Source: an optimization exercise on an open RTL-to-GDS flow (aim: small area, a short achievable clock period and few clock cycles per item). Production flows keep margins and buffers that such runs may drop.
Where RTL was checked, it was by simulation tests only, not by an equivalence proof against the original.

==> job 4813 <==
==> flow/design.v (excerpt) <==
module hme_refine (
    input  wire         clk,
    input  wire         rst,
    input  wire         start,
    input  wire         level,           
    input  wire [4:0]   grid_rows_m1,    
    input  wire [4:0]   grid_cols_m1,    
    output reg          busy,
    output reg          done,
    output reg          seed_req,
    output reg  [4:0]   seed_mb_row,
    output reg  [4:0]   seed_mb_col,
    input  wire [6:0]   seed_dy,
    input  wire [6:0]   seed_dx,
    output wire         ref_req,
    output reg  [10:0]  ref_y,
    output reg  [10:0]  ref_x,
    input  wire [127:0] ref_row,
    output wire         tgt_req,
    output reg  [10:0]  tgt_y,
    output wire [10:0]  tgt_x,
    input  wire [127:0] tgt_row,
    output reg          res_valid,
    output wire [4:0]   res_mb_row,
    output wire [4:0]   res_mb_col,
    output wire [7:0]   res_dy,
    output wire [7:0]   res_dx,
    output wire [19:0]  res_cost
);
    localparam S_IDLE = 3'd0;
  ...
export LEC_CHECK = 0
export CAP_MARGIN = 20
export CORE_MARGIN = 2
export CORE_UTILIZATION = 25
export PLACE_DENSITY = 0.5
export SLEW_MARGIN = 20
create_clock -name core_clock -period 24.0 [get_ports {clk}]
standard.sh (not shown) runs the stock make flow with config.mk's settings and CLKGATE_MAP_FILE= SYNTH_SCRIPT=/design/flow/synth_recipe.tcl, a recipe that flattens the netlist after the stock synthesis.
==> flow/flow/run.sh <==
#!/bin/bash
# The standard layout, with plain buf_1 cells as the port buffers.
set -euo pipefail
bash standard.sh "BUFFER_PORTS_ARGS=-buffer_cell sky130_fd_sc_hd__buf_1" finish > make_finish.log 2>&1
==> inputs of job 9572, as changes to job 4813 <==
--- a/flow/design.v
+++ b/flow/design.v
@@ -38,10 +38,11 @@
     reg       lvl1;
     reg [4:0] gr_m1, gc_m1;
     reg [4:0]  mb_r, mb_c;       
     reg [6:0]  tgt_xh;           
     reg [3:0]  cand;             
+    reg [3:0]  p_cand;           
     reg        cid;              
     reg        first;            
     reg [7:0]  uy, ux;           
     reg        req;
     assign ref_req = req;
@@ -102,19 +103,19 @@
     reg  g_cid;
     wire ab = kill & (g_cid == cid);
     wire cand_end = blk_last | ab;
     wire [6:0] rx_back = ref_x[10:4] - (lvl1 ? 7'd1 : 7'd3);
     reg        d1_v, d1_first, d1_last, d1_fin, d1_cid;
-    reg [3:0]  d1_cand;
+    reg        d1_seed;
     reg        d2_v, d2_first, d2_last, d2_fin, d2_cid;
-    reg [3:0]  d2_cand;
+    reg        d2_seed;
     reg [8:0]  ad [0:15];        
     reg        d3_v, d3_first, d3_last, d3_fin, d3_cid;
-    reg [3:0]  d3_cand;
+    reg        d3_seed;
     reg [11:0] ss_a, ss_b;
     reg        g_v, g_first, g_last, g_fin;
-    reg [3:0]  g_cand;
+    reg        g_seed;
     reg  [19:0] acc;
     reg         dead;
     reg  [19:0] thr;             
     reg  [7:0]  b_dy, b_dx;      
     reg  [4:0]  b_r, b_c;        
@@ -122,10 +123,30 @@
     assign res_mb_row = b_r;
     assign res_mb_col = b_c;
     assign res_dy     = b_dy;
     assign res_dx     = b_dx;
     assign res_cost   = thr;
+    function [8:0] add_nb;
+        input [7:0] a, b;
+        reg   [7:0] g, p, g1, p1, g2, p2, g3;
+        integer i;
+        begin
+            g = a & ~b;
+            p = ~(a ^ b);
+            for (i = 0; i < 8; i = i + 1) begin
+                g1[i] = (i >= 1) ? g[i] | (p[i] & g[i-1]) : g[i];
+                p1[i] = (i >= 1) ? p[i] & p[i-1] : p[i];
+            end
+            for (i = 0; i < 8; i = i + 1) begin
+                g2[i] = (i >= 2) ? g1[i] | (p1[i] & g1[i-2]) : g1[i];
+                p2[i] = (i >= 2) ? p1[i] & p1[i-2] : p1[i];
+            end
+            for (i = 0; i < 8; i = i + 1)
+                g3[i] = (i >= 4) ? g2[i] | (p2[i] & g2[i-4]) : g2[i];
+            add_nb = {g3[7], p ^ {g3[6:0], 1'b0}};
+        end
+    endfunction
     integer k;
     wire [7:0]  ax [0:15];
     wire [15:0] ac;
     genvar gi;
     generate
@@ -408,31 +429,32 @@
     assign dt271 = dt250 ^ dt230;
     assign dt272 = dt250 & dt230;
     wire [11:0] t_a = {dt272, dt270, dt268, dt266, dt264, dt262, dt260, dt258, dt256, dt254, dt252, dt251};
     wire [11:0] t_b = {1'b0, dt271, dt269, dt267, dt265, dt263, dt261, dt259, dt257, dt255, dt253, ac[15]};
     wire        live    = g_v & (g_first | ~dead);
-    wire        is_seed = (g_cand == 4'd0);
+    wire        is_seed = g_seed;
+    wire [3:0]  g_cand  = (g_cid == cid) ? cand : p_cand;
     assign      kill    = live & ~is_seed & (acc >= thr);
     wire        fin_ok  = live & ~kill & g_last;
     wire [1:0]  fa = (g_cand <= 4'd3) ? 2'd0 : (g_cand <= 4'd6) ? 2'd1 : 2'd2;
     wire [1:0]  fb = (g_cand == 4'd1 || g_cand == 4'd4 || g_cand == 4'd7) ? 2'd0 :
                      (g_cand == 4'd2 || g_cand == 4'd5 || g_cand == 4'd8) ? 2'd1 : 2'd2;
     wire [7:0]  f_vy = (fa == 2'd0) ? s_vec : (fa == 2'd1) ? 8'd0 : 8'd0 - s_vec;
     wire [7:0]  f_vx = (fb == 2'd0) ? s_vec : (fb == 2'd1) ? 8'd0 : 8'd0 - s_vec;
     always @(posedge clk) begin
         for (k = 0; k < 16; k = k + 1)
-            ad[k] <= {1'b0, ref_row[8*k +: 8]} + {1'b0, ~tgt_row[8*k +: 8]};
+            ad[k] <= add_nb(ref_row[8*k +: 8], tgt_row[8*k +: 8]);
         ss_a <= t_a;
         ss_b <= t_b;
         acc  <= (d3_first ? 20'd0 : acc) + {8'd0, ss_a} + {8'd0, ss_b};
-        {g_first, g_last, g_cid, g_cand} <= {d3_first, d3_last, d3_cid, d3_cand};
-        {d2_first, d2_last, d2_cid, d2_cand} <= {d1_first, d1_last, d1_cid, d1_cand};
-        {d3_first, d3_last, d3_cid, d3_cand} <= {d2_first, d2_last, d2_cid, d2_cand};
+        {g_first, g_last, g_cid, g_seed} <= {d3_first, d3_last, d3_cid, d3_seed};
+        {d2_first, d2_last, d2_cid, d2_seed} <= {d1_first, d1_last, d1_cid, d1_seed};
+        {d3_first, d3_last, d3_cid, d3_seed} <= {d2_first, d2_last, d2_cid, d2_seed};
         d1_first  <= first;
         d1_last   <= blk_last;
         d1_cid    <= cid;
-        d1_cand   <= cand;
+        d1_seed   <= (cand == 4'd0);
         if (fin_ok) begin
             thr <= acc;
             if (is_seed) begin
                 b_dy <= uy;
                 b_dx <= ux;
@@ -464,10 +486,11 @@
             ref_y  <= ty - {{3{uy[7]}}, uy};
             ref_x  <= tx - {{3{ux[7]}}, ux};
             tgt_y  <= ty;
             tgt_xh <= tx[10:4];
             cand   <= 4'd0;
+            p_cand <= cand;
             cid    <= ~cid;
             first  <= 1'b1;
         end else if (state == S_RUN) begin
             first <= 1'b0;
             if (!nhas) begin
@@ -488,10 +511,11 @@
                 ref_y  <= n_oy;
                 ref_x  <= n_ox;
                 tgt_y  <= ty;
                 tgt_xh <= tx[10:4];
                 cand   <= ncand;
+                p_cand <= cand;
                 cid    <= ~cid;
                 first  <= 1'b1;
             end else if (!last_mb) begin
                 mb_r <= nx_r;
                 mb_c <= nx_c;
==> flow/flow/run.sh (replaced) <==
#!/bin/bash
# The standard layout, with plain buf_1 cells as the port buffers and larger
# clock-tree sink clusters without dummy loads.
set -euo pipefail
bash standard.sh "BUFFER_PORTS_ARGS=-buffer_cell sky130_fd_sc_hd__buf_1" \
  "CTS_ARGS=-sink_clustering_enable -repair_clock_nets -dont_use_dummy_load -sink_clustering_size 20 -sink_clustering_max_diameter 100" \
  finish > make_finish.log 2>&1
==> inputs of job 9112, as changes to job 4813 <==
--- a/flow/design.v
+++ b/flow/design.v
@@ -38,10 +38,11 @@
     reg       lvl1;
     reg [4:0] gr_m1, gc_m1;
     reg [4:0]  mb_r, mb_c;       
     reg [6:0]  tgt_xh;           
     reg [3:0]  cand;             
+    reg [3:0]  p_cand;           
     reg        cid;              
     reg        first;            
     reg [7:0]  uy, ux;           
     reg        req;
     assign ref_req = req;
@@ -102,19 +103,19 @@
     reg  g_cid;
     wire ab = kill & (g_cid == cid);
     wire cand_end = blk_last | ab;
     wire [6:0] rx_back = ref_x[10:4] - (lvl1 ? 7'd1 : 7'd3);
     reg        d1_v, d1_first, d1_last, d1_fin, d1_cid;
-    reg [3:0]  d1_cand;
+    reg        d1_seed;
     reg        d2_v, d2_first, d2_last, d2_fin, d2_cid;
-    reg [3:0]  d2_cand;
+    reg        d2_seed;
     reg [8:0]  ad [0:15];        
     reg        d3_v, d3_first, d3_last, d3_fin, d3_cid;
-    reg [3:0]  d3_cand;
+    reg        d3_seed;
     reg [11:0] ss_a, ss_b;
     reg        g_v, g_first, g_last, g_fin;
-    reg [3:0]  g_cand;
+    reg        g_seed;
     reg  [19:0] acc;
     reg         dead;
     reg  [19:0] thr;             
     reg  [7:0]  b_dy, b_dx;      
     reg  [4:0]  b_r, b_c;        
@@ -122,10 +123,30 @@
     assign res_mb_row = b_r;
     assign res_mb_col = b_c;
     assign res_dy     = b_dy;
     assign res_dx     = b_dx;
     assign res_cost   = thr;
+    function [8:0] add_nb;
+        input [7:0] a, b;
+        reg   [7:0] g, p, g1, p1, g2, p2, g3;
+        integer i;
+        begin
+            g = a & ~b;
+            p = ~(a ^ b);
+            for (i = 0; i < 8; i = i + 1) begin
+                g1[i] = (i >= 1) ? g[i] | (p[i] & g[i-1]) : g[i];
+                p1[i] = (i >= 1) ? p[i] & p[i-1] : p[i];
+            end
+            for (i = 0; i < 8; i = i + 1) begin
+                g2[i] = (i >= 2) ? g1[i] | (p1[i] & g1[i-2]) : g1[i];
+                p2[i] = (i >= 2) ? p1[i] & p1[i-2] : p1[i];
+            end
+            for (i = 0; i < 8; i = i + 1)
+                g3[i] = (i >= 4) ? g2[i] | (p2[i] & g2[i-4]) : g2[i];
+            add_nb = {g3[7], p ^ {g3[6:0], 1'b0}};
+        end
+    endfunction
     integer k;
     wire [7:0]  ax [0:15];
     wire [15:0] ac;
     genvar gi;
     generate
@@ -408,31 +429,32 @@
     assign dt271 = dt250 ^ dt230;
     assign dt272 = dt250 & dt230;
     wire [11:0] t_a = {dt272, dt270, dt268, dt266, dt264, dt262, dt260, dt258, dt256, dt254, dt252, dt251};
     wire [11:0] t_b = {1'b0, dt271, dt269, dt267, dt265, dt263, dt261, dt259, dt257, dt255, dt253, ac[15]};
     wire        live    = g_v & (g_first | ~dead);
-    wire        is_seed = (g_cand == 4'd0);
+    wire        is_seed = g_seed;
+    wire [3:0]  g_cand  = (g_cid == cid) ? cand : p_cand;
     assign      kill    = live & ~is_seed & (acc >= thr);
     wire        fin_ok  = live & ~kill & g_last;
     wire [1:0]  fa = (g_cand <= 4'd3) ? 2'd0 : (g_cand <= 4'd6) ? 2'd1 : 2'd2;
     wire [1:0]  fb = (g_cand == 4'd1 || g_cand == 4'd4 || g_cand == 4'd7) ? 2'd0 :
                      (g_cand == 4'd2 || g_cand == 4'd5 || g_cand == 4'd8) ? 2'd1 : 2'd2;
     wire [7:0]  f_vy = (fa == 2'd0) ? s_vec : (fa == 2'd1) ? 8'd0 : 8'd0 - s_vec;
     wire [7:0]  f_vx = (fb == 2'd0) ? s_vec : (fb == 2'd1) ? 8'd0 : 8'd0 - s_vec;
     always @(posedge clk) begin
         for (k = 0; k < 16; k = k + 1)
-            ad[k] <= {1'b0, ref_row[8*k +: 8]} + {1'b0, ~tgt_row[8*k +: 8]};
+            ad[k] <= add_nb(ref_row[8*k +: 8], tgt_row[8*k +: 8]);
         ss_a <= t_a;
         ss_b <= t_b;
         acc  <= (d3_first ? 20'd0 : acc) + {8'd0, ss_a} + {8'd0, ss_b};
-        {g_first, g_last, g_cid, g_cand} <= {d3_first, d3_last, d3_cid, d3_cand};
-        {d2_first, d2_last, d2_cid, d2_cand} <= {d1_first, d1_last, d1_cid, d1_cand};
-        {d3_first, d3_last, d3_cid, d3_cand} <= {d2_first, d2_last, d2_cid, d2_cand};
+        {g_first, g_last, g_cid, g_seed} <= {d3_first, d3_last, d3_cid, d3_seed};
+        {d2_first, d2_last, d2_cid, d2_seed} <= {d1_first, d1_last, d1_cid, d1_seed};
+        {d3_first, d3_last, d3_cid, d3_seed} <= {d2_first, d2_last, d2_cid, d2_seed};
         d1_first  <= first;
         d1_last   <= blk_last;
         d1_cid    <= cid;
-        d1_cand   <= cand;
+        d1_seed   <= (cand == 4'd0);
         if (fin_ok) begin
             thr <= acc;
             if (is_seed) begin
                 b_dy <= uy;
                 b_dx <= ux;
@@ -464,10 +486,11 @@
             ref_y  <= ty - {{3{uy[7]}}, uy};
             ref_x  <= tx - {{3{ux[7]}}, ux};
             tgt_y  <= ty;
             tgt_xh <= tx[10:4];
             cand   <= 4'd0;
+            p_cand <= cand;
             cid    <= ~cid;
             first  <= 1'b1;
         end else if (state == S_RUN) begin
             first <= 1'b0;
             if (!nhas) begin
@@ -488,10 +511,11 @@
                 ref_y  <= n_oy;
                 ref_x  <= n_ox;
                 tgt_y  <= ty;
                 tgt_xh <= tx[10:4];
                 cand   <= ncand;
+                p_cand <= cand;
                 cid    <= ~cid;
                 first  <= 1'b1;
             end else if (!last_mb) begin
                 mb_r <= nx_r;
                 mb_c <= nx_c;
==> flow/flow/run.sh (replaced) <==
#!/bin/bash
# The standard layout, with plain buf_1 cells as the port buffers and larger
# clock-tree sink clusters without dummy loads.
set -euo pipefail
bash standard.sh "BUFFER_PORTS_ARGS=-buffer_cell sky130_fd_sc_hd__buf_1" \
  "CTS_ARGS=-sink_clustering_enable -repair_clock_nets -dont_use_dummy_load -sink_clustering_size 30 -sink_clustering_max_diameter 150" \
  finish > make_finish.log 2>&1
CORE_UTILIZATION = 45   (was 25)
PLACE_DENSITY = 0.65   (was 0.5)
==> inputs of job 5308, as changes to job 4813 <==
--- a/flow/design.v
+++ b/flow/design.v
@@ -38,10 +38,11 @@
     reg       lvl1;
     reg [4:0] gr_m1, gc_m1;
     reg [4:0]  mb_r, mb_c;       
     reg [6:0]  tgt_xh;           
     reg [3:0]  cand;             
+    reg [3:0]  p_cand;           
     reg        cid;              
     reg        first;            
     reg [7:0]  uy, ux;           
     reg        req;
     assign ref_req = req;
@@ -94,27 +95,30 @@
         end
     end
     wire [1:0] na = (ncand <= 4'd3) ? 2'd0 : (ncand <= 4'd6) ? 2'd1 : 2'd2;
     wire [1:0] nb = (ncand == 4'd1 || ncand == 4'd4 || ncand == 4'd7) ? 2'd0 :
                     (ncand == 4'd2 || ncand == 4'd5 || ncand == 4'd8) ? 2'd1 : 2'd2;
-    wire [10:0] n_oy = (na == 2'd0) ? ty - s_size : (na == 2'd1) ? ty : ty + s_size;
-    wire [10:0] n_ox = (nb == 2'd0) ? tx - s_size : (nb == 2'd1) ? tx : tx + s_size;
+    wire        ld_seed = (state == S_LOAD);
+    wire [7:0]  o_vy = ld_seed ? uy : (na == 2'd0) ? s_vec : (na == 2'd1) ? 8'd0 : 8'd0 - s_vec;
+    wire [7:0]  o_vx = ld_seed ? ux : (nb == 2'd0) ? s_vec : (nb == 2'd1) ? 8'd0 : 8'd0 - s_vec;
+    wire [10:0] o_y  = ty - {{3{o_vy[7]}}, o_vy};
+    wire [10:0] o_x  = tx - {{3{o_vx[7]}}, o_vx};
     wire kill;
     reg  g_cid;
     wire ab = kill & (g_cid == cid);
     wire cand_end = blk_last | ab;
     wire [6:0] rx_back = ref_x[10:4] - (lvl1 ? 7'd1 : 7'd3);
     reg        d1_v, d1_first, d1_last, d1_fin, d1_cid;
-    reg [3:0]  d1_cand;
+    reg        d1_seed;
     reg        d2_v, d2_first, d2_last, d2_fin, d2_cid;
-    reg [3:0]  d2_cand;
+    reg        d2_seed;
     reg [8:0]  ad [0:15];        
     reg        d3_v, d3_first, d3_last, d3_fin, d3_cid;
-    reg [3:0]  d3_cand;
+    reg        d3_seed;
     reg [11:0] ss_a, ss_b;
     reg        g_v, g_first, g_last, g_fin;
-    reg [3:0]  g_cand;
+    reg        g_seed;
     reg  [19:0] acc;
     reg         dead;
     reg  [19:0] thr;             
     reg  [7:0]  b_dy, b_dx;      
     reg  [4:0]  b_r, b_c;        
@@ -122,10 +126,30 @@
     assign res_mb_row = b_r;
     assign res_mb_col = b_c;
     assign res_dy     = b_dy;
     assign res_dx     = b_dx;
     assign res_cost   = thr;
+    function [8:0] add_nb;
+        input [7:0] a, b;
+        reg   [7:0] g, p, g1, p1, g2, p2, g3;
+        integer i;
+        begin
+            g = a & ~b;
+            p = ~(a ^ b);
+            for (i = 0; i < 8; i = i + 1) begin
+                g1[i] = (i >= 1) ? g[i] | (p[i] & g[i-1]) : g[i];
+                p1[i] = (i >= 1) ? p[i] & p[i-1] : p[i];
+            end
+            for (i = 0; i < 8; i = i + 1) begin
+                g2[i] = (i >= 2) ? g1[i] | (p1[i] & g1[i-2]) : g1[i];
+                p2[i] = (i >= 2) ? p1[i] & p1[i-2] : p1[i];
+            end
+            for (i = 0; i < 8; i = i + 1)
+                g3[i] = (i >= 4) ? g2[i] | (p2[i] & g2[i-4]) : g2[i];
+            add_nb = {g3[7], p ^ {g3[6:0], 1'b0}};
+        end
+    endfunction
     integer k;
     wire [7:0]  ax [0:15];
     wire [15:0] ac;
     genvar gi;
     generate
@@ -408,31 +432,32 @@
     assign dt271 = dt250 ^ dt230;
     assign dt272 = dt250 & dt230;
     wire [11:0] t_a = {dt272, dt270, dt268, dt266, dt264, dt262, dt260, dt258, dt256, dt254, dt252, dt251};
     wire [11:0] t_b = {1'b0, dt271, dt269, dt267, dt265, dt263, dt261, dt259, dt257, dt255, dt253, ac[15]};
     wire        live    = g_v & (g_first | ~dead);
-    wire        is_seed = (g_cand == 4'd0);
+    wire        is_seed = g_seed;
+    wire [3:0]  g_cand  = (g_cid == cid) ? cand : p_cand;
     assign      kill    = live & ~is_seed & (acc >= thr);
     wire        fin_ok  = live & ~kill & g_last;
     wire [1:0]  fa = (g_cand <= 4'd3) ? 2'd0 : (g_cand <= 4'd6) ? 2'd1 : 2'd2;
     wire [1:0]  fb = (g_cand == 4'd1 || g_cand == 4'd4 || g_cand == 4'd7) ? 2'd0 :
                      (g_cand == 4'd2 || g_cand == 4'd5 || g_cand == 4'd8) ? 2'd1 : 2'd2;
     wire [7:0]  f_vy = (fa == 2'd0) ? s_vec : (fa == 2'd1) ? 8'd0 : 8'd0 - s_vec;
     wire [7:0]  f_vx = (fb == 2'd0) ? s_vec : (fb == 2'd1) ? 8'd0 : 8'd0 - s_vec;
     always @(posedge clk) begin
         for (k = 0; k < 16; k = k + 1)
-            ad[k] <= {1'b0, ref_row[8*k +: 8]} + {1'b0, ~tgt_row[8*k +: 8]};
+            ad[k] <= add_nb(ref_row[8*k +: 8], tgt_row[8*k +: 8]);
         ss_a <= t_a;
         ss_b <= t_b;
         acc  <= (d3_first ? 20'd0 : acc) + {8'd0, ss_a} + {8'd0, ss_b};
-        {g_first, g_last, g_cid, g_cand} <= {d3_first, d3_last, d3_cid, d3_cand};
-        {d2_first, d2_last, d2_cid, d2_cand} <= {d1_first, d1_last, d1_cid, d1_cand};
-        {d3_first, d3_last, d3_cid, d3_cand} <= {d2_first, d2_last, d2_cid, d2_cand};
+        {g_first, g_last, g_cid, g_seed} <= {d3_first, d3_last, d3_cid, d3_seed};
+        {d2_first, d2_last, d2_cid, d2_seed} <= {d1_first, d1_last, d1_cid, d1_seed};
+        {d3_first, d3_last, d3_cid, d3_seed} <= {d2_first, d2_last, d2_cid, d2_seed};
         d1_first  <= first;
         d1_last   <= blk_last;
         d1_cid    <= cid;
-        d1_cand   <= cand;
+        d1_seed   <= (cand == 4'd0);
         if (fin_ok) begin
             thr <= acc;
             if (is_seed) begin
                 b_dy <= uy;
                 b_dx <= ux;
@@ -459,15 +484,16 @@
         if (state == S_SW2 || (state == S_RUN && cand_end && !nhas && !last_mb)) begin
             uy <= {seed_dy, 1'b0};
             ux <= {seed_dx, 1'b0};
         end
         if (state == S_LOAD) begin
-            ref_y  <= ty - {{3{uy[7]}}, uy};
-            ref_x  <= tx - {{3{ux[7]}}, ux};
+            ref_y  <= o_y;
+            ref_x  <= o_x;
             tgt_y  <= ty;
             tgt_xh <= tx[10:4];
             cand   <= 4'd0;
+            p_cand <= cand;
             cid    <= ~cid;
             first  <= 1'b1;
         end else if (state == S_RUN) begin
             first <= 1'b0;
             if (!nhas) begin
@@ -476,22 +502,23 @@
             end
             if (!cand_end) begin
                 if (seg_last) begin
                     ref_x  <= {rx_back, ref_x[3:0]};
                     ref_y  <= ref_y + 11'd1;
-                    tgt_y  <= tgt_y + 11'd1;
+                    tgt_y  <= {tgt_y[10:6], tgt_y[5:0] + 6'd1};
                     tgt_xh <= tx[10:4];
                 end else begin
                     ref_x  <= ref_x + 11'd16;
-                    tgt_xh <= tgt_xh + 7'd1;
+                    tgt_xh <= {tgt_xh[6:2], tgt_xh[1:0] + 2'd1};
                 end
             end else if (nhas) begin
-                ref_y  <= n_oy;
-                ref_x  <= n_ox;
+                ref_y  <= o_y;
+                ref_x  <= o_x;
                 tgt_y  <= ty;
                 tgt_xh <= tx[10:4];
                 cand   <= ncand;
+                p_cand <= cand;
                 cid    <= ~cid;
                 first  <= 1'b1;
             end else if (!last_mb) begin
                 mb_r <= nx_r;
                 mb_c <= nx_c;
==> flow/flow/run.sh (replaced) <==
#!/bin/bash
# The standard layout, with plain buf_1 cells as the port buffers and larger
# clock-tree sink clusters without dummy loads.
set -euo pipefail
bash standard.sh "BUFFER_PORTS_ARGS=-buffer_cell sky130_fd_sc_hd__buf_1" \
  "CTS_ARGS=-sink_clustering_enable -repair_clock_nets -dont_use_dummy_load -sink_clustering_size 24 -sink_clustering_max_diameter 120" \
  finish > make_finish.log 2>&1
CORE_UTILIZATION = 35   (was 25)
PLACE_DENSITY = 0.55   (was 0.5)
==> flow_summary_export.csv <==
group,metric,value,unit
placed_design,placed_cells,3723,
clock_tree,htreeDepth,1,
final_layout,multi_input_area,0.0129,mm2
synth,synth_top_cells_by_count,"351 x inv_1, 247 x dfxtp_1, 206 x ha_1",
synth,synth_compound_area_share,10.5,%
clock_tree,insertion_delay,0.58,ns
power_and_ir_drop,seq_power_share,25.8,%
global_route,grt_pass1_vias,16100,
drt,first_iter_violations,520,
final_layout,clock_area_share,2.40,%
setup_path,critPathLaunch,"tgt_row[24]",
final_layout,area_delta_synth_final,14.8,%
status,status,"complete, no violations",
sta,timing.slew.headroom,33.3,%
Source of the figures above: job 9572

==> flow_summary_export.csv <==
group,metric,value,unit
status,status,"complete, no violations",
clock_tree,insertion_delay,0.54,ns
final_layout,multi_input_area,0.0128,mm2
final_layout,area_delta_synth_final,10.9,%
global_route,grt_pass1_vias,16300,
synth,synth_compound_area_share,10.5,%
placed_design,dpl_cell_area,0.0248,mm2
clock_tree,htreeDepth,1,
drt,first_iter_violations,808,
power_and_ir_drop,seq_power_share,26.3,%
synth,synth_top_cells_by_count,"351 x inv_1, 247 x dfxtp_1, 206 x ha_1",
Source of the figures above: job 9112

==> flow_summary_export.csv <==
group,metric,value,unit
status,status,"complete, no violations",
synth,synth_top_cells_by_count,"352 x inv_1, 247 x dfxtp_1, 201 x ha_1",
global_route,grt_pass1_vias,16300,
sta,timing.slew.headroom,34.6,%
sta,finalClockSkew,0.0208,ns
clock_tree,htreeDepth,1,
power_and_ir_drop,seq_power_share,25.5,%
setup_path,critPathLaunch,"tgt_row[24]",
final_layout,final_util,39.8,%
synth,synth_compound_area_share,9.92,%
drt,first_iter_violations,589,
clock_tree,insertion_delay,0.54,ns
final_layout,clock_area_share,1.80,%
final_layout,clkbuf_count,18,
placed_design,placed_cells,3338,
final_layout,regArea,0.00834,mm2
setup_path,end_kind,"flop",
setup_path,worstPathCellList,"buf_1 > inv_1 > ha_1 > fa_1 > a21oi_1 > nor2_1 > nor2_1 > o21bai_1 > a21oi_1 > nor2b_1 > o21ai_0 > nand2b_1",
Source of the figures above: job 5308

==> flow_summary_export.csv <==
group,metric,value,unit
setup_path,critPathLaunch,"tgt_row[80]",
sta,setup_viol,0,
min_path,holdCritPathClass,"flop to flop",
synth,ys.flop_type,"dfxtp_1",
status,status,"complete, no violations",
final_layout,area_delta_synth_final,18.5,%
drt,first_iter_violations,736,
synth,synth_top_cells_by_count,"352 x inv_1, 259 x dfxtp_1, 206 x ha_1",
clock_tree,htreeDepth,2,
synth,synth_compound_area_share,11.5,%
clock_tree,cts_max_path_buffers,3,
clock_tree,cts_buffers,43,
power_and_ir_drop,switchingPower,0.00155,W
power_and_ir_drop,seq_power_share,23.7,%
global_route,grt_pass1_vias,16300,
final_layout,clock_area_share,5.31,%
clock_tree,insertion_delay,0.57,ns
sta,timing.slew.headroom,31.1,%
placed_design,placed_cells,3754,
Source of the figures above: job 4813

Testbench counts of job 9572, summed over its fixed seeds: cycles 162,841, mbs 337.
Testbench counts of job 9112, summed over its fixed seeds: cycles 162,841, mbs 337.
Testbench counts of job 5308, summed over its fixed seeds: cycles 162,841, mbs 337.
Only the layout flow was run in job 4813; the RTL was not checked for function there.

==> what the ideal ports hide <==
The results above use ideal ports. As a check the final layouts listed here were re-extracted and re-timed, cells and wires unchanged.
Step 1: set_driving_cell puts a clkbuf_16 on clk and a buf_2 on each other input, an assumption about the parent block.
Step 2 moves the port delays by t, midway between the first and last clock arrival at a register: inputs arrive t later, outputs are due t later. That takes back most of the time a late clock gives input paths.
a / b / c = ideal ports / drivers / drivers and shift; a / b = the first two.
run	t (ns)	setup WS [ns]	clock arrival spread, ns
job 4813	0.618	17.876 / 17.901 / 17.294	0.026 / 0.026
job 9572	0.607	17.854 / 17.885 / 17.278	0.054 / 0.055
job 9112	0.581	17.734 / 17.767 / 17.186	0.035 / 0.035
job 5308	0.586	17.825 / 17.860 / 17.274	0.021 / 0.022
After both steps setup and hold are still met in every run listed. For job 4813, which loses most, drivers alone change the setup slack by +0.025 ns; drivers and shift together by -0.582 ns.
